From an optimization exercise on the open Yosys and OpenROAD flow, aimed at small area, a short achievable clock period and few clock cycles; shortcuts taken in it are not production practice. In this exercise RTL edits were held to simulation tests only and were not proved equivalent to the original. Power figures rest on the tool's default switching activity, not on a simulated workload.

==> flow/config.mk <==
export PLATFORM = sky130hd
export DESIGN_NAME = msrcc
export DESIGN_NICKNAME = msrcc
export VERILOG_FILES = /design/flow/design.v
export SDC_FILE = /design/flow/constraint.sdc
export NUM_CORES = 4
export LEC_CHECK = 0
export CAP_MARGIN = 20
export CORE_MARGIN = 2
export CORE_UTILIZATION = 40
export CTS_CLUSTER_DIAMETER = 70
export CTS_CLUSTER_SIZE = 32
export PLACE_DENSITY = 0.6
export SETUP_SLACK_MARGIN = 3.8
export SLEW_MARGIN = 20
==> flow/constraint.sdc <==
create_clock -name core_clock -period 8.0 [get_ports {clk}]
set_input_delay 1.6000 -clock core_clock [delete_from_list [all_inputs] [get_ports {clk}]]
set_output_delay 1.6000 -clock core_clock [all_outputs]
set_load 0.01 [all_outputs]
==> flow/design.v <==
module msrcc_mode (
    input  wire [2:0]  fn,
    input  wire        w7,
    output wire [19:0] sel
);
    wire unp = (fn == 3'd1), pck = (fn == 3'd2), toa = (fn == 3'd3);
    wire fra = (fn == 3'd4), dec = (fn == 3'd5), enc = (fn == 3'd6);
    wire w5 = ~w7;
    assign sel[0]  = (unp | dec) & w5;       
    assign sel[1]  = (unp | dec) & w7;       
    assign sel[2]  = (pck | enc) & w5;       
    assign sel[3]  = pck & w7;               
    assign sel[4]  = enc & w7;               
    assign sel[5]  = toa | fra;              
    assign sel[6]  = dec & w5;               
    assign sel[7]  = dec & w7;               
    assign sel[8]  = unp & w7;               
    assign sel[9]  = toa & w5;               
    assign sel[10] = toa & w7;               
    assign sel[11] = fra & w5;               
    assign sel[12] = fra & w7;               
    assign sel[13] = pck & w5;               
    assign sel[14] = enc & w5;               
    assign sel[15] = w7;                     
    assign sel[16] = unp | dec;              
    assign sel[17] = pck | toa | fra | enc;  
    assign sel[18] = dec;
    assign sel[19] = 1'b0;
endmodule
module msrcc_xform (
    input  wire [7:0]  x,
    input  wire [19:0] sel,
    output wire [7:0]  y,
    output wire        ok,
    output wire        pm
);
    wire d5 = sel[0], d7 = sel[1], k5 = sel[2], p7 = sel[3], e7 = sel[4], af = sel[5];
    wire dec5 = sel[6], dec7 = sel[7], u7 = sel[8];
    wire a5 = sel[9], a7 = sel[10], f5 = sel[11], f7 = sel[12];
    wire ok_p5 = sel[13], ok_e5 = sel[14], w7 = sel[15];
    wire p4  = x[0] ^ x[1] ^ x[2] ^ x[3];
    wire q   = p4 ^ x[4];
    wire m7  = (p7 & x[5]) | (e7 & x[6]);
    wire c54 = x[5] | x[4];
    wire n54 = x[5] & x[4];
    assign y[0] = (d5 & x[4]) | (d7 & x[6]) | (k5 & p4) | ((p7 | e7) & (q ^ m7)) | (af & x[0]);
    assign y[1] = ((d5 | k5) & x[3]) | ((d7 | p7) & x[5]) | (e7 & x[6]) | (af & x[1]);
    assign y[2] = ((d5 | k5 | af) & x[2]) | ((d7 | p7 | e7) & x[4]);
    assign y[3] = ((d5 | k5) & x[1]) | ((d7 | p7 | e7 | af) & x[3]);
    assign y[4] = dec5 | ((d7 | p7 | e7) & x[2]) | (k5 & x[0]) |
                  ((a5 | f5) & ~x[4]) | ((a7 | f7) & x[4]);
    assign y[5] = dec5 | ((u7 | p7 | e7) & x[1]) | (dec7 & ~x[1]) |
                  (a5 & ~(x[5] ^ x[4])) | (f5 & (x[5] ^ x[4])) | ((a7 | f7) & ~x[5]);
    assign y[6] = (dec7 & x[1]) | ((p7 | e7) & x[0]) |
                  (a5 & (x[6] ^ c54)) | (a7 & (x[6] ^ x[5])) |
                  (f5 & ~(x[6] ^ n54)) | (f7 & ~(x[6] ^ x[5]));
    assign y[7] = (a5 & (x[7] ^ (x[6] & c54))) | (a7 & (x[7] ^ (x[6] & x[5]))) |
                  (f5 & ~(x[7] ^ (x[6] | n54))) | (f7 & ~(x[7] ^ (x[6] | x[5])));
    assign ok = (ok_p5 & ~(x[7] | x[6] | x[5] | x[4])) |
                (ok_e5 & ~x[7] & ~x[6] & x[5] & x[4]) |
                (p7 & ~(x[7] | x[6])) |
                (e7 & ~x[7] & (x[6] ^ x[5])) |
                (a5 & ~(x[7] & x[6] & c54)) |
                (a7 & ~(x[7] & x[6] & x[5])) |
                (f5 & (x[7] | x[6] | n54)) |
                (f7 & (x[7] | x[6] | x[5]));
    assign pm = q ^ (w7 & (x[5] ^ x[6]));
endmodule
module msrcc (
    input  wire       clk,
    input  wire       rst,           
    input  wire       bus_valid,
    input  wire       bus_we,
    input  wire [9:0] bus_addr,
    input  wire [7:0] bus_wdata,
    output reg        bus_ready,
    output reg  [7:0] bus_rdata
);
    localparam PB = 4;               
    localparam P  = 1 << PB;         
    localparam TB = 8 - PB;
    localparam T  = 1 << TB;         
    localparam A_CMD    = 10'h000;
    localparam A_STATUS = 10'h001;
    localparam A_DIN    = 10'h002;
    localparam A_DOUT   = 10'h003;
    localparam A_LEN    = 10'h004;
    localparam A_OLEN   = 10'h005;
    localparam A_EIDX   = 10'h006;
    reg [7:0] cmd_r;
    reg [7:0] status_r;
    reg [7:0] din_r;
    reg [7:0] dout_r;
    reg [7:0] len_r;
    reg [7:0] olen_r;
    reg [7:0] eidx_r;
    reg [PB-1:0] g;                  
    reg [TB-1:0] cs;                 
    wire [7:0]   cur = {cs, g};      
    reg  [TB-1:0] csn;               
    reg  [PB-1:0] gn;                
    reg  [TB-1:0] cs_d;
    reg          run;                
    reg          chk;                
    reg [7:0]    scn_e;              
    reg [2:0]    run_fi;             
    reg [PB-1:0] cnt;                
    reg  [19:0]  run_sel;            
    wire         rf_dec = run_sel[18];
    wire         rf_pd  = run_sel[16];   
    reg [7:0]    run_n;              
    reg [7:0]    lim;                
    reg          acc_pmis;
    reg          acc_rxp;
    reg  [8:0] sq;
    reg  [7:0] okb;
    reg        pmacc5, pmacc7, lastrx, pmv;
    wire       pm5v = ^bus_wdata[4:0];
    wire       pm7v = ^bus_wdata[6:0];
    function [7:0] okvec;
        input [7:0] v;
        okvec = {
            ~v[7] & (v[6] ^ v[5]),                        
            v[7] | v[6] | v[5],                           
            ~(v[7] & v[6] & v[5]),                        
            ~(v[7] | v[6]),                               
            (v[7:4] == 4'b0011),                          
            v[7] | v[6] | (v[5] & v[4]),                  
            ~(v[7] & v[6] & (v[5] | v[4])),               
            (v[7:4] == 4'b0000)                           
        };
    endfunction
    wire [7:0] okv = okvec(bus_wdata);
    wire [1:0] wfi = (wcmd_fn == 3'd2) ? 2'd0 : (wcmd_fn == 3'd3) ? 2'd1 :
                     (wcmd_fn == 3'd4) ? 2'd2 : 2'd3;
    wire       skip_chk = ({1'b0, len_r} <= sq) & okb[{wcmd_w7, wfi}];
    wire       pd_known = pmv & ({1'b0, len_r} == sq);
    wire       cmd_pd   = (wcmd_fn == 3'd1) | (wcmd_fn == 3'd5);
    wire       bg_go    = cmd_pd ? pd_known : skip_chk;
    wire [7:0] bg_status = cmd_pd ? {2'b00, (wcmd_w7 ? pmacc7 : pmacc5), lastrx & (len_r != 8'd0), 4'b0000}
                                  : 8'h00;
    reg        hold;                 
    reg        hold_c;               
    reg        bg;                   
    reg        hold_bg;              
    reg        lastbuf;              
    reg  [9:0] ra;                   
    wire       busy = (run & ~bg) | hold;
    wire wpass = run & ~chk;
    wire pass_end = (cnt == P - 1);
    wire done_any = wpass & pass_end;
    wire done = done_any & ~bg;      
    wire [7:0] wcmd      = bus_wdata;
    wire [2:0] wcmd_fn   = wcmd[6:4];
    wire       wcmd_ill  = wcmd[3] | (wcmd_fn == 3'd0) | (wcmd_fn == 3'd7);
    wire       wcmd_badw = (wcmd[2:0] != 3'd5) & (wcmd[2:0] != 3'd7);
    wire       wcmd_buf  = wcmd[7];
    wire       wcmd_w7   = wcmd[1];
    wire acc_wr  = bus_valid & bus_we & ~busy;
    wire acc_rd  = bus_valid & ~bus_we & ~busy;
    wire a_cmd   = (bus_addr == A_CMD);
    wire a_bufr  = bus_addr[9] ^ bus_addr[8];
    wire a_ibuf  = (bus_addr[9:8] == 2'd1);
    wire cmd_ex  = acc_wr & a_cmd & ~run;
    wire cmd_go  = cmd_ex & ~wcmd_ill & ~wcmd_badw & wcmd_buf;
    wire lo_hit  = (bus_addr[PB-1:0] == ~gn);
    wire ibuf_wr = acc_wr & a_ibuf & lo_hit;
    reg  [9:0] pan;
    reg  [7:0] rq;
    reg        mc;                   
    reg        cr;                   
    wire p_hit   = (bus_addr == ~pan);
    wire [19:0] wsel;
    msrcc_mode u_mode (.fn(wcmd_fn), .w7(wcmd_w7), .sel(wsel));
    wire       imm_okx, imm_pm;
    wire [7:0] imm_y;
    msrcc_xform u_imm (.x(din_r), .sel(wsel), .y(imm_y), .ok(imm_okx), .pm(imm_pm));
    wire imm_ok   = imm_okx | wsel[16];
    wire imm_rxp  = wsel[16] & din_r[0];
    wire imm_pmis = wsel[16] & imm_pm;
    wire glt   = (g < lim[PB-1:0]);
    wire geq   = (g == lim[PB-1:0]);
    wire [T-1:0] lim_oh = {{(T-1){1'b0}}, 1'b1} << lim[7:PB];
    wire [T-1:0] lim_gt;
    assign lim_gt[T-1] = 1'b0;
    genvar q;
    generate
        for (q = 0; q < T - 1; q = q + 1) begin : th
            assign lim_gt[q] = lim_gt[q+1] | lim_oh[q+1];
        end
    endgenerate
    wire [8*T-1:0] inext2, onext2;
    genvar s;
    generate
        for (s = 0; s < T; s = s + 1) begin : rg
            reg  [8*P-1:0] ir;
            reg  [8*P-1:0] orb;
            wire [7:0] it = ir[7:0];
            wire [7:0] ot = orb[7:0];
            wire [7:0] y_s;
            msrcc_xform u_x (.x(it), .sel(run_sel), .y(y_s), .ok(), .pm());
            wire hi_lt = lim_gt[s];
            wire hi_eq = lim_oh[s];
            wire lt    = hi_lt | (hi_eq & glt);       
            wire eq    = hi_eq & geq;                 
            wire iwe   = ibuf_wr & (bus_addr[7:PB] == s);
            wire wlt   = wpass & lt;                       
            wire keep  = ~(wpass & (lt | (rf_dec & eq)));  
            always @(posedge clk) begin
                ir  <= {(iwe ? bus_wdata : it), ir[8*P-1:8]};
                orb <= {(({8{wlt}} & y_s) | ({8{keep}} & ot)), orb[8*P-1:8]};
            end
            assign inext2[8*s +: 8] = ir[23:16];
            assign onext2[8*s +: 8] = orb[23:16];
        end
    endgenerate
    wire chk_here = chk & mc & ~cr & (cur == scn_e) & (scn_e != run_n);
    wire chk_end  = chk & (scn_e == run_n);
    wire [7:0] chk_okv = okvec(rq);
    wire chk_fail = chk_here & ~chk_okv[run_fi] & ~rf_pd;
    wire chk_pm   = run_sel[15] ? ^rq[6:0] : ^rq[4:0];
    wire pmis_fin = acc_pmis & rf_pd;
    wire rxp_fin  = acc_rxp & rf_pd;
    function [7:0] aim;
        input [7:0]    e;
        input [PB-1:0] gg;
        input [PB-1:0] dmin;
        reg   [PB-1:0] r;
        begin
            r   = e[PB-1:0] - gg - dmin;
            aim = e - ({5'd0, dmin} + {{(8-PB){1'b0}}, r}) + 8'd1;
        end
    endfunction
    wire [7:0] cur_inc  = cur + 8'd1;
    wire [7:0] aim_miss = aim(bus_addr[7:0], g, 3);
    wire [7:0] rd_dist  = bus_addr[7:0] - cur;    
    wire [7:0] aim_out  = aim(8'h00, g, 3);
    wire [7:0] aim_chk  = aim(8'h00, g, 3);
    function [7:0] regval;
        input [9:0] a;
        begin
            case (a)
                A_CMD:    regval = cmd_r;
                A_STATUS: regval = status_r;
                A_DIN:    regval = din_r;
                A_DOUT:   regval = dout_r;
                A_LEN:    regval = len_r;
                A_OLEN:   regval = olen_r;
                A_EIDX:   regval = eidx_r;
                default:  regval = 8'h00;
            endcase
        end
    endfunction
    wire [7:0]    cur2  = cur + 8'd2;
    wire [TB-1:0] cs2   = cur2[7:PB];
    reg  [7:0]    fi2, fo2, e2;
    always @(posedge clk) begin
        fi2 <= inext2[8*cs2 +: 8];
        fo2 <= onext2[8*cs2 +: 8];
        e2  <= cur2;
    end
    wire          wp_nx = run & bg & ~pass_end;
    wire [7:0]    f_y;
    wire          f_ok, f_pm;
    msrcc_xform u_fwd (.x(fi2), .sel(run_sel), .y(f_y), .ok(f_ok), .pm(f_pm));
    wire [7:0]    o_fw  = (wp_nx & (e2 < lim))           ? f_y   :
                          (wp_nx & rf_dec & (e2 == lim)) ? 8'h00 : fo2;
    wire [7:0] status_fin = (lim != run_n) ? 8'h0D : {2'b00, pmis_fin, rxp_fin, 4'b0000};
    reg [9:0] ra_nx;
    reg       mc_nx, cr_nx;
    always @(*) begin
        ra_nx  = ra;
        mc_nx  = mc;
        cr_nx  = cr;
        if (acc_rd & ~p_hit) begin
            if (a_bufr) begin
                mc_nx = 1'b1;
                cr_nx = bus_addr[9];
            end else begin
                mc_nx = 1'b0;
                ra_nx = bus_addr;
            end
        end
        if (acc_rd & p_hit & ~mc & (ra == A_STATUS))
            ra_nx = lastbuf ? A_OLEN : A_DOUT;
        if (acc_rd & p_hit & ~mc & (ra == A_OLEN) & lastbuf) begin
            mc_nx = 1'b1;
            cr_nx = 1'b1;
        end
        if (cmd_go) begin
            mc_nx = 1'b1;
            cr_nx = 1'b0;
        end
        if (hold_c | done) begin
            mc_nx = 1'b0;
            ra_nx = A_STATUS;
        end
    end
    always @(posedge clk) begin
        if (rst) begin
            ra  <= A_CMD;
            mc  <= 1'b0;
            cr  <= 1'b0;
            rq  <= 8'h00;
            pan <= 10'h3FF;
        end else begin
            ra  <= ra_nx;
            mc  <= mc_nx;
            cr  <= cr_nx;
            pan <= ~(mc_nx ? {cr_nx, ~cr_nx, cs_d, g + 1'b1} : ra_nx);
            if (done)
                rq <= status_fin;
            else if (mc_nx)
                rq <= cr_nx ? o_fw : fi2;
            else if (acc_wr & ((bus_addr == A_CMD) | (bus_addr == A_DIN) | (bus_addr == A_LEN)) &
                     (bus_addr == ra_nx))
                rq <= bus_wdata;
            else
                rq <= regval(ra_nx);
        end
    end
    always @(*) bus_rdata = rq;
    always @(*) begin
        bus_ready = (busy & (hold | done)) |
                    (bus_we & (bus_addr[9] | (bus_addr[8] & lo_hit) |
                               (~bus_addr[8] & (bus_addr[2] | bus_addr[1])))) |
                    (~bus_we & p_hit);
    end
    always @(*) begin
        cs_d = cur_inc[7:PB];
        if (acc_rd & a_bufr & ~p_hit & (rd_dist > P + 2))
            cs_d = aim_miss[7:PB];
        if (hold_bg)
            cs_d = aim_out[7:PB];
        if (cmd_go)
            cs_d = aim_chk[7:PB];
        if (done)
            cs_d = aim_out[7:PB];
    end
    always @(posedge clk) begin
        if (rst) begin
            g        <= {PB{1'b0}};
            cs       <= {TB{1'b0}};
            csn      <= {TB{1'b1}};
            gn       <= {PB{1'b1}};
            cmd_r    <= 8'h00;
            status_r <= 8'h00;
            din_r    <= 8'h00;
            dout_r   <= 8'h00;
            len_r    <= 8'h00;
            olen_r   <= 8'h00;
            eidx_r   <= 8'h00;
            run      <= 1'b0;
            chk      <= 1'b0;
            scn_e    <= 8'h00;
            run_fi   <= 3'd0;
            cnt      <= {PB{1'b0}};
            run_sel  <= 20'd0;
            run_n    <= 8'h00;
            lim      <= 8'h00;
            acc_pmis <= 1'b0;
            acc_rxp  <= 1'b0;
            sq       <= 9'd0;
            okb      <= 8'h00;
            pmacc5   <= 1'b0;
            pmacc7   <= 1'b0;
            lastrx   <= 1'b0;
            pmv      <= 1'b0;
            bg       <= 1'b0;
            hold_bg  <= 1'b0;
            hold     <= 1'b0;
            hold_c   <= 1'b0;
            lastbuf  <= 1'b0;
        end else begin
            hold    <= 1'b0;
            hold_c  <= 1'b0;
            hold_bg <= 1'b0;
            if (ibuf_wr) begin
                if (bus_addr[7:0] == 8'd0) begin
                    sq     <= 9'd1;
                    okb    <= okv;
                    pmacc5 <= pm5v;
                    pmacc7 <= pm7v;
                    lastrx <= bus_wdata[0];
                    pmv    <= 1'b1;
                end else if ({1'b0, bus_addr[7:0]} == sq) begin
                    sq     <= sq + 9'd1;
                    okb    <= okb & okv;
                    pmacc5 <= pmacc5 | pm5v;
                    pmacc7 <= pmacc7 | pm7v;
                    lastrx <= bus_wdata[0];
                end else if ({1'b0, bus_addr[7:0]} < sq) begin
                    okb    <= okb & okv;
                    pmv    <= 1'b0;
                end
            end
            g  <= g + 1'b1;
            gn <= ~(g + 1'b1);
            cs  <= cs_d;
            csn <= ~cs_d;
            if (acc_wr) begin
                if ((bus_addr[9:8] == 2'd0) & ~bus_addr[2] & ~bus_addr[1])
                    hold <= ~a_cmd;
                if (cmd_ex) begin
                    hold_c  <= ~cmd_go | bg_go;
                    cmd_r   <= wcmd;
                    eidx_r  <= 8'h00;
                    hold    <= ~cmd_go | bg_go;
                    hold_bg <= cmd_go & bg_go;
                    lastbuf <= cmd_go;
                    if (wcmd_ill) begin
                        status_r <= 8'h05;
                    end else if (wcmd_badw) begin
                        status_r <= 8'h09;
                    end else if (!wcmd_buf) begin
                        if (imm_ok) begin
                            dout_r   <= imm_y;
                            status_r <= {2'b00, imm_pmis, imm_rxp, 4'b0000};
                        end else begin
                            status_r <= 8'h0D;
                        end
                    end else begin
                        run      <= 1'b1;
                        chk      <= ~bg_go;
                        scn_e    <= 8'h00;
                        run_fi   <= {wcmd_w7, wfi};
                        bg       <= bg_go;
                        if (bg_go) begin
                            status_r <= bg_status;
                            olen_r   <= len_r;
                        end
                        cnt      <= {PB{1'b0}};
                        run_sel  <= wsel;
                        run_n    <= len_r;
                        lim      <= len_r;
                        acc_pmis <= 1'b0;
                        acc_rxp  <= 1'b0;
                    end
                end
                if (bus_addr == A_DIN) din_r <= bus_wdata;
                if (bus_addr == A_LEN) len_r <= bus_wdata;
            end
            if (run) begin
                cnt <= cnt + 1'b1;
                if (chk) begin
                    cnt <= {PB{1'b0}};
                    if (chk_end)
                        chk <= 1'b0;
                    if (chk_fail) begin
                        lim <= scn_e;
                        chk <= 1'b0;
                    end else if (chk_here) begin
                        scn_e    <= scn_e + 8'd1;
                        acc_pmis <= acc_pmis | chk_pm;
                        acc_rxp  <= rq[0];
                    end
                end else begin
                    if (pass_end) begin
                        run <= 1'b0;
                        bg  <= 1'b0;
                    end
                    if (done) begin
                        status_r <= status_fin;
                        if (lim != run_n) begin
                            eidx_r   <= lim;
                        end else begin
                            olen_r   <= run_n;
                            eidx_r   <= 8'h00;
                        end
                    end
                end
            end
        end
    end
endmodule
==> flow/run.sh <==
#!/bin/bash
# synth_recipe.tcl (not shown) runs the flow's synth.tcl, then flattens the netlist and writes it again
# the make line also repeats each setting of config.mk as NAME=value (left out here)
make -C /OpenROAD-flow-scripts/flow DESIGN_CONFIG=/design/flow/config.mk WORK_HOME=/design/flow/orfs CLKGATE_MAP_FILE= SYNTH_SCRIPT=/design/flow/synth_recipe.tcl finish
==> key figures, run 1 <==
Clock tree
  – CTS sink count: 4294
  – Clock root buffer: clkbuf_16
  – Hold-fix buffers, CTS: 0
  – CTS Buf Count: 173
  – H-tree depth: 4
  – Max Root-Sink Buffers: 3
  – TritonCTS clock tree: done
  – Reg clk slew, reported paths: 0.10 ns
  – Clock latency (worst-skew pair): 0.87 ns

STA
  – TNS Setup: 0 ns
  – Clock skew: 0.03783 ns
  – Pins Over Slew Limit: 0
  – Slew HR: 23.30%
  – Final hold vios: 0
  – Finish-stage setup viols: 0
  – Slew @ Worst Pin: 1.151 ns
  – Worst hold slack: 0.2941 ns
  – RSZ-0062 raised after global routing: true
  – Final min period: 4.359 ns
  – FMAX: 229.4 MHz
  – Final Cycle Share: 54.49%
  – Final worst slack: 3.641 ns

Floorplan
  – Chip Height: 514.5 um
  – # rows: 187
  – Core Region: 0.2595 mm^2
  – Die width: 514.5 um
  – I/O pins: 31
  – Die ar.: 0.2647 mm^2
  – Initial Util: 40.17%

Route
  – DR vias/cell: 4.621
  – Routed WL per cell: 21.52 um
  – Antenna viol nets, final: 0
  – Drt total wl: 226200 um
  – Vias: 48570
  – Number of remaining DRC errors: 0
  – DRT Pass-1 Iters: 10
  – Number of DRC markers in iteration 0: 4661

Finish
  – Layout fillers: 22770
  – Fin cells: 10510
  – Most common cell after layout, fill and taps aside: dfxtp_1
  – Nets: 7234
  – Area grow syn2layout: 9.786%
  – Most frequent cells in the layout: 4292 x dfxtp_1, 340 x nand2_1, 228 x o21ai_0
  – Design area: 0.1144 mm^2
  – Layout cell share with drive strength beyond 1: 8.407%
  – Final core occ: 44.11%

Global route
  – First-pass GRT wire length: 322200 um
  – Vias in the first global route: 46220
  – Initial antenna violation count: 23
  – Overflow left after global routing: 0
  – Total GRT Usage: 16.81%
  – Largest net degree at the start of global routing: 77

Logic synthesis
  – Mapped Nets: 7165
  – Synth Area per Inst: 14.96 um^2
  – XOR/XNOR share of the synthesized area: 1.974%
  – Post-synth ARST share: 0%
  – Main combinational cell family by area after synthesis: compound AO/OA/AOI/OAI gates
  – Post-synth cell types: 82
  – Post-synth EDFFs: 0
  – Post-Synthesis Cells: 6970
  – Synth Area in Simple Gates: 3.178%
  – Synth Flop Type: dfxtp_1
  – Synth Area in Compound Gates: 5.621%
  – Synth Area in Adders: 2.091%
  – Seq/Total Area, Yosys: 82.46%
  – Synth warn: 1
  – Mapped cell area: 0.1042 mm^2
  – #FFs+latches synth: 4294
  – Post-synthesis mux area share: 3.036%

Critical path
  – Worst Path Class, Setup: in -> out
  – Critical Path End Type: output pin
  – CP Data Arrival Time: 2.76 ns
  – Setup crit start kind: primary input
  – Critical Path RT: 6.40 ns
  – Worst-path fanout max: 5

Power
  – Power Density: 286.9 mW/mm^2
  – Leakage: 44.71 nW
  – Total Power: 32.83 mW
  – Worst vdd ir: 0.0002440 V

Place
  – Port-buffer cells: 30
  – Routability cong.: 0.8725
  – Placed Area: 0.1086 mm^2
  – Place WS: 1.829 ns
  – Final HPWL DP: 155600 um
  – Dpl cells: 10250

Job
  – Max_cap viols: 0

Worst hold path
  – Hold Path Class: reg -> reg

Run status
  – Run status: finished clean
cell type report:
type,instances,area (um^2),area share [%]
sequential,4294,85960,75.12
multi-input combinational,2232,16890,14.76
clock buffer,182,4403,3.847
tap,3402,4257,3.719
clock inverter,55,1051,0.9184
timing repair buffer,126,1049,0.9162
inverter,212,808.3,0.7063
antenna,9,22.52,0.01968
synth_stat cells (20+ instances only):
cell type / n / area [um^2]
nor2_1: 165 / 619.3
nor3_1: 38 / 190.2
o211ai_1: 35 / 262.8
nand4_1: 25 / 156.4
dfxtp_1: 4294 / 85960
mux2_2: 76 / 855.8
a221oi_1: 49 / 429.2
nand3_1: 49 / 245.2
a31oi_1: 28 / 175.2
ha_1: 171 / 2140
a22oi_1: 65 / 488.0
nand2_1: 340 / 1276
nand2b_1: 20 / 125.1
buf_1: 21 / 78.83
clkbuf_1: 194 / 728.2
mux4_2: 82 / 1847
a22o_1: 31 / 271.5
mux2i_1: 45 / 450.4
a222oi_1: 71 / 710.7
xor2_1: 95 / 832.1
a21oi_1: 214 / 1071
a21o_1: 41 / 307.8
inv_1: 209 / 784.5
o21ai_0: 231 / 1156
xnor2_1: 140 / 1226
state kept, by name, indices dropped and copies added (netlist names), 9 cells and up:
| name | count |
|---|---|
| rg.ir | 2048 |
| rg.orb | 2048 |
| run_sel | 16 |
| pan | 10 |
| ra | 10 |
| sq | 9 |
timing repair:
item | CTS | global route
hold endpoints to repair | 0 | 0
setup buffers | 8 | 12
endpoints found under the setup margin | 187 | 25
gates resized for setup | 90 | 23
pin swaps | 8 | 14
critical path, stage by stage:
cell and delay, ns:
buf_12 0.12, xnor2_4 0.13, nor4_4 0.39, nor2_1 0.08, o211ai_1 0.18, o21ai_1 0.08, nand2_1 0.06, buf_2 0.12
per-layer routing:
layer	up-vias	GRT usage (%)	share of wire [%]
li1	23060	-	-
met1	23650	23.75	47
met2	1473	25.37	43
met3	386	3.079	5.6
met4	4	6.878	4.1
met5	-	0	0.0084
worst paths after layout:
check,startpoint,to,slack [ns],depth (start not counted)
worst max register to register,g[1],rg[12].orb[120],4.02,10
worst max-delay path,bus_addr[3],bus_ready,3.64,8
worst min register to register,rg[13].ir[82],rg[13].ir[74],0.29,0
worst min-delay path,rg[13].ir[82],rg[13].ir[74],0.29,0
report_power, final:
| part | total [mW] | internal, mW | switching [mW] |
|---|---|---|---|
| logic | 0.562 | 0.200 | 0.362 |
| clock network | 10.8 | 4.31 | 6.53 |
| registers | 21.4 | 21.4 | 0.0416 |
| total | 32.8 | 25.9 | 6.93 |
logic make-up (layout without fill, tap and decap cells):
logic type	Yosys count	count (layout)
and+or+nand+nor	738	738
DFF	4294	4294
xor gates and xnor gates	235	235
buffers and inverters	444	575
other	0	9
adders and majority gates	173	173
AOI/OAI and AO/OA	882	882
muxes	204	204
Testbench counts, summed over its fixed seeds: cycles 63,721.
==> run 2: changes to the inputs <==
--- a/flow/design.v
+++ b/flow/design.v
@@ -165,4 +165,8 @@
     wire cmd_go  = cmd_ex & ~wcmd_ill & ~wcmd_badw & wcmd_buf;
-    wire lo_hit  = (bus_addr[PB-1:0] == ~gn);
+    wire lo_eq   = (bus_addr[PB-2:0] == ~gn[PB-2:0]);
+    wire hi_eq   = (bus_addr[PB-1] == ~gn[PB-1]);
+    wire lo_hit  = lo_eq & (hi_eq | ~(run & bg));
     wire ibuf_wr = acc_wr & a_ibuf & lo_hit;
+    wire ibuf_w0 = ibuf_wr & hi_eq;      
+    wire ibuf_wh = ibuf_wr & ~hi_eq;     
     reg  [9:0] pan;
@@ -205,3 +209,5 @@
             wire eq    = hi_eq & geq;                 
-            wire iwe   = ibuf_wr & (bus_addr[7:PB] == s);
+            wire iwe   = ibuf_w0 & (bus_addr[7:PB] == s);
+            wire iwh   = ibuf_wh & (bus_addr[7:PB] == s);
+            wire [8*P-1:0] ir_sh = {(iwe ? bus_wdata : it), ir[8*P-1:8]};
             wire wlt   = wpass & lt;                       
@@ -209,3 +215,5 @@
             always @(posedge clk) begin
-                ir  <= {(iwe ? bus_wdata : it), ir[8*P-1:8]};
+                ir  <= {ir_sh[8*P-1:8*(P/2)],
+                        (iwh ? bus_wdata : ir_sh[8*(P/2-1) +: 8]),
+                        ir_sh[8*(P/2-1)-1:0]};
                 orb <= {(({8{wlt}} & y_s) | ({8{keep}} & ot)), orb[8*P-1:8]};
--- a/flow/config.mk
+++ b/flow/config.mk
@@ -10,4 +10,4 @@
 export CORE_UTILIZATION = 40
-export CTS_CLUSTER_DIAMETER = 70
-export CTS_CLUSTER_SIZE = 32
+export CTS_CLUSTER_DIAMETER = 60
+export CTS_CLUSTER_SIZE = 28
 export PLACE_DENSITY = 0.6
==> run 2 against run 1 <==
  * Sequential share of layout area down 1.6 points
  * Fmax shrank 4.8%
  * Clock skew is 0.0061 ns higher
  * Global-route usage grew 0.27 points
  * Sequential power hardly changed
  * Register-to-register slack worse by 0.13 ns
  * Flip-flop and latch count unchanged
  * Critical path type unchanged
  * Largest power group unchanged
==> key figures, run 2 <==
Logic synthesis
  – Mapped Nets: 7379 (+3.0%)
  – Post-synth top area share: 81.10% (-1.4 points)
  – Post-synth cell types: 82 (unchanged)
  – Synth warn: 1 (unchanged)
  – Synth Area per Inst: 14.75 um^2 (-1.3%)
  – #FFs+latches synth: 4294 (unchanged)
  – Synth area leaders: dfxtp_1 81%, ha_1 2.0%, mux2_2 1.9%, mux4_2 1.7%, nand2_1 1.4%
  – Mapped cell area: 0.1060 mm^2 (+1.7%)
  – Post-Synthesis Cells: 7184 (+3.1%)
  – Post-synth EDFFs: 0 (unchanged)
  – Most instantiated cells after synthesis: 4294 x dfxtp_1, 409 x nand2_1, 251 x o21ai_0
  – Seq/Total Area, Yosys: 81.10% (-1.4 points)
  – Synth Flop Type: dfxtp_1
  – Top-count cell post-synth: dfxtp_1
  – Leading area contributor after synthesis: dfxtp_1
  – Post-synth ARST share: 0% (unchanged)

Clock tree
  – H-tree depth: 4 (unchanged)
  – Max Root-Sink Buffers: 3 (unchanged)
  – Reg clk slew, reported paths: 0.10 ns (about the same)
  – Clock latency (worst-skew pair): 0.89 ns (+0.02 ns)
  – CTS sink count: 4294 (unchanged)
  – Clock root buffer: clkbuf_16
  – CTS Buf Count: 196 (+13%)
  – Hold-fix buffers, CTS: 0 (unchanged)
  – TritonCTS clock tree: done

STA
  – Pins Over Slew Limit: 0 (unchanged)
  – Slew @ Worst Pin: 1.232 ns (+0.08183 ns)
  – Final hold vios: 0 (unchanged)
  – Final min period: 4.578 ns (+0.2187 ns)
  – FMAX: 218.4 MHz (-4.8%)
  – Finish-stage setup viols: 0 (unchanged)
  – Clock skew: 0.04393 ns (+0.006101 ns)
  – Final Cycle Share: 57.23% (+2.7 points)
  – RSZ-0062 raised after global routing: true
  – Slew HR: 17.80% (-5.5 points)
  – TNS Setup: 0 ns (unchanged)

Global route
  – Overflow left after global routing: 0 (unchanged)
  – Largest net degree at the start of global routing: 81 (+5.2%)
  – Total GRT Usage: 17.08% (+0.27 points)
  – Initial antenna violation count: 24 (+4.3%)
  – Vias in the first global route: 49150 (+6.3%)
  – First-pass GRT wire length: 336300 um (+4.4%)

Route
  – Vias: 50460 (+3.9%)
  – DRT Pass-1 Iters: 7 (-3)
  – Drt total wl: 234800 um (+3.8%)
  – DR vias/cell: 4.657 (+0.78%)
  – Antenna viol nets, final: 0 (unchanged)
  – Number of remaining DRC errors: 0 (unchanged)
  – Number of DRC markers in iteration 0: 4629 (-0.69%)
  – Routed WL per cell: 21.67 um (+0.71%)

Finish
  – FF/Latch Area: 0.08597 mm^2 (about the same)
  – Most frequent cells in the layout: 4288 x dfxtp_1, 409 x nand2_1, 248 x o21ai_0
  – Biggest regs: rg.ir x2048, rg.orb x2048, run_sel x16
  – Fin cells: 10840 (+3.1%)
  – Most common cell after layout, fill and taps aside: dfxtp_1
  – Layout fillers: 23420 (+2.9%)
  – Layout cell share with drive strength beyond 1: 9.914% (+1.5 points)
  – Nets: 7432 (+2.7%)
  – Multi-input gate area: 0.01856 mm^2 (+9.9%)
  – Area grow syn2layout: 10.38%

Floorplan
  – Die width: 518.8 um (+0.83%)
  – Die ar.: 0.2691 mm^2 (+1.7%)
  – I/O pins: 31 (unchanged)
  – Initial Util: 40.30% (+0.13 points)
  – Core Region: 0.2630 mm^2 (+1.4%)
  – # rows: 188 (+0.53%)
  – Chip Height: 518.8 um (+0.83%)

Worst hold path
  – Hold_sp: rg[2].ir[107]
  – Hold Crit Depth: 0 (unchanged)
  – Hold Path Class: reg -> reg
  – WHS Endpoint: rg[2].ir[99]

Job
  – Max_cap viols: 0 (unchanged)

Critical path
  – R2r startpoint: g[2]
  – Cell mode on critical path: nor2_2
  – Worst-path fanout max: 8 (+3)
  – Worst Path Class, Setup: in -> out
  – Critical path's slowest cell: a2111o_1
  – Critical Path End Type: output pin
  – Crit path buffers/inverters: 3 (+1)
  – CP Data Arrival Time: 2.98 ns (+0.22 ns)
  – CP top delay family: compound AO/OA/AOI/OAI gates
  – Worst Setup SP: bus_addr[3]
  – Reg2reg setup slack: 3.89 ns (-0.13 ns)
  – Reg2reg end: fi2[3]
  – Setup crit start kind: primary input
  – Max stage delay on crit path: 0.46 ns (+0.07 ns)
  – CP Cell Sequence: buf_12 -> xor2_4 -> nor2_2 -> nor4_2 -> buf_4 -> nor2_2 -> o21ai_1 -> a2111o_1 -> buf_2
  – Critical Path RT: 6.40 ns (about the same)
  – FF-to-FF path depth: 8 (-2)

Power
  – Power Density: 287.6 mW/mm^2 (+0.25%)
  – Leakage: 45.51 nW (+1.8%)
  – Worst vdd ir: 0.0002526 V (+3.5%)

Place
  – Port-buffer cells: 30 (unchanged)
  – Final HPWL DP: 158700 um (+2.0%)
  – Routability cong.: 0.8998 (+3.1%)
  – Dpl cells: 10540 (+2.8%)

Run status
  – Run status: finished clean
[run 2: cell types whose count changed after synthesis, moves of 11 or more]
cell / change
a21oi_1: -26
nor2_1: -18
inv_1: -22
mux2i_1: +12
a21o_1: -14
nand3_1: +14
a22o_1: +24
mux2_2: +100
nand2_1: +69
a221oi_1: -11
o21ai_0: +20
clkbuf_1: +29
[run 2: kinds of logic after synthesis]
group	count (synthesis)	share of synthesized area (%)
muxes	316	4.161
adders and majority gates	173	2.056
DFF	4294	81.10
AOI/OAI and AO/OA	863	5.404
buffers and inverters	454	1.631
xor gates and xnor gates	237	1.958
and+or+nand+nor	847	3.688
[run 2: area by class of cell]
type | count | share of cell area [%]
sequential | 4294 | 73.48
antenna | 8 | 0.01711
clock buffer | 205 | 4.238
timing repair buffer | 118 | 0.8866
inverter | 191 | 0.6213
multi-input combinational | 2436 | 15.87
tap | 3515 | 3.759
clock inverter | 69 | 1.131
[run 2: what timing repair did]
item	in CTS	in global routing
pin swaps	6	4
endpoints found under the setup margin	220	42
gates resized for setup	92	14
endpoints found under the hold margin	0	0
cloned	0	1
buffers inserted	16	1
[run 2: power breakdown]
part / total [mW] / leakage (nW) / switching (mW) / internal, mW
Clock: 11.6 / 3.01 / 6.72 / 4.91
Combinational: 0.577 / 7.91 / 0.371 / 0.206
Sequential: 21.4 / 34.6 / 0.0558 / 21.4
Total: 33.6 / 45.5 / 7.14 / 26.5
[run 2: how the worst max path moves through the flow]
stage                     end  depth (start not counted)
floorplan               cs[3]                         19
global placement    bus_ready                          8
detailed placement  bus_ready                          8
CTS                 bus_ready                          9
global route        bus_ready                          9
finish              bus_ready                          9
[run 2: layer usage]
layer / track usage [%] / share of wire, % / up-vias
li1: - / - / 23760
met5: 0 / 0.0098 / -
met2: 25.57 / 43 / 1558
met3: 2.912 / 5.6 / 492
met4: 7.033 / 4.2 / 4
met1: 24.44 / 48 / 24650
[run 2: through the flow]
step / cell area (um^2) / hold WS, ns / utilization (%) / worst slack [ns] / power (mW)
2_1_floorplan: 106100 / 0.3096 / - / 3.476 / 22.26
3_3_place_gp: 110300 / 0.3095 / 41.96 / 2.201 / 22.49
3_5_place_dp: 110300 / 0.3121 / 41.96 / 2.199 / 22.50
4_1_cts: 116900 / 0.2965 / 44.45 / 3.455 / 33.96
5_1_grt: 117000 / 0.3066 / 44.48 / 3.369 / 34.79
6_report: 117000 / 0.2984 / 44.49 / 3.422 / 33.65
Testbench counts of run 2, summed over its fixed seeds: cycles 62,089.

## what the ideal ports hide
Ports are ideal in the flow. The routed layouts listed here were re-timed in OpenROAD.
Step 1: set_driving_cell puts a clkbuf_16 on clk and a buf_2 on each other input, an assumption about the parent block.
Step 2 also shifts input and output timing later by t, the mid clock arrival at the registers, as if the neighbouring blocks saw the same clock.
Slacks: ideal / step 1 / step 2; pairs: ideal / step 1.
run	t, ns	setup WS [ns]	clock arrival spread, ns	worst data-port slew with drivers (ns)	pins driven straight from the clock port
run 1	0.955	3.641 / 3.592 / 3.008	0.062 / 0.062	0.08	1
run 2	0.956	3.422 / 3.373 / 2.910	0.061 / 0.062	0.06	1
After both steps setup and hold are still met in every run listed. For run 1, which loses most, drivers alone change the setup slack by -0.049 ns; drivers and shift together by -0.633 ns.
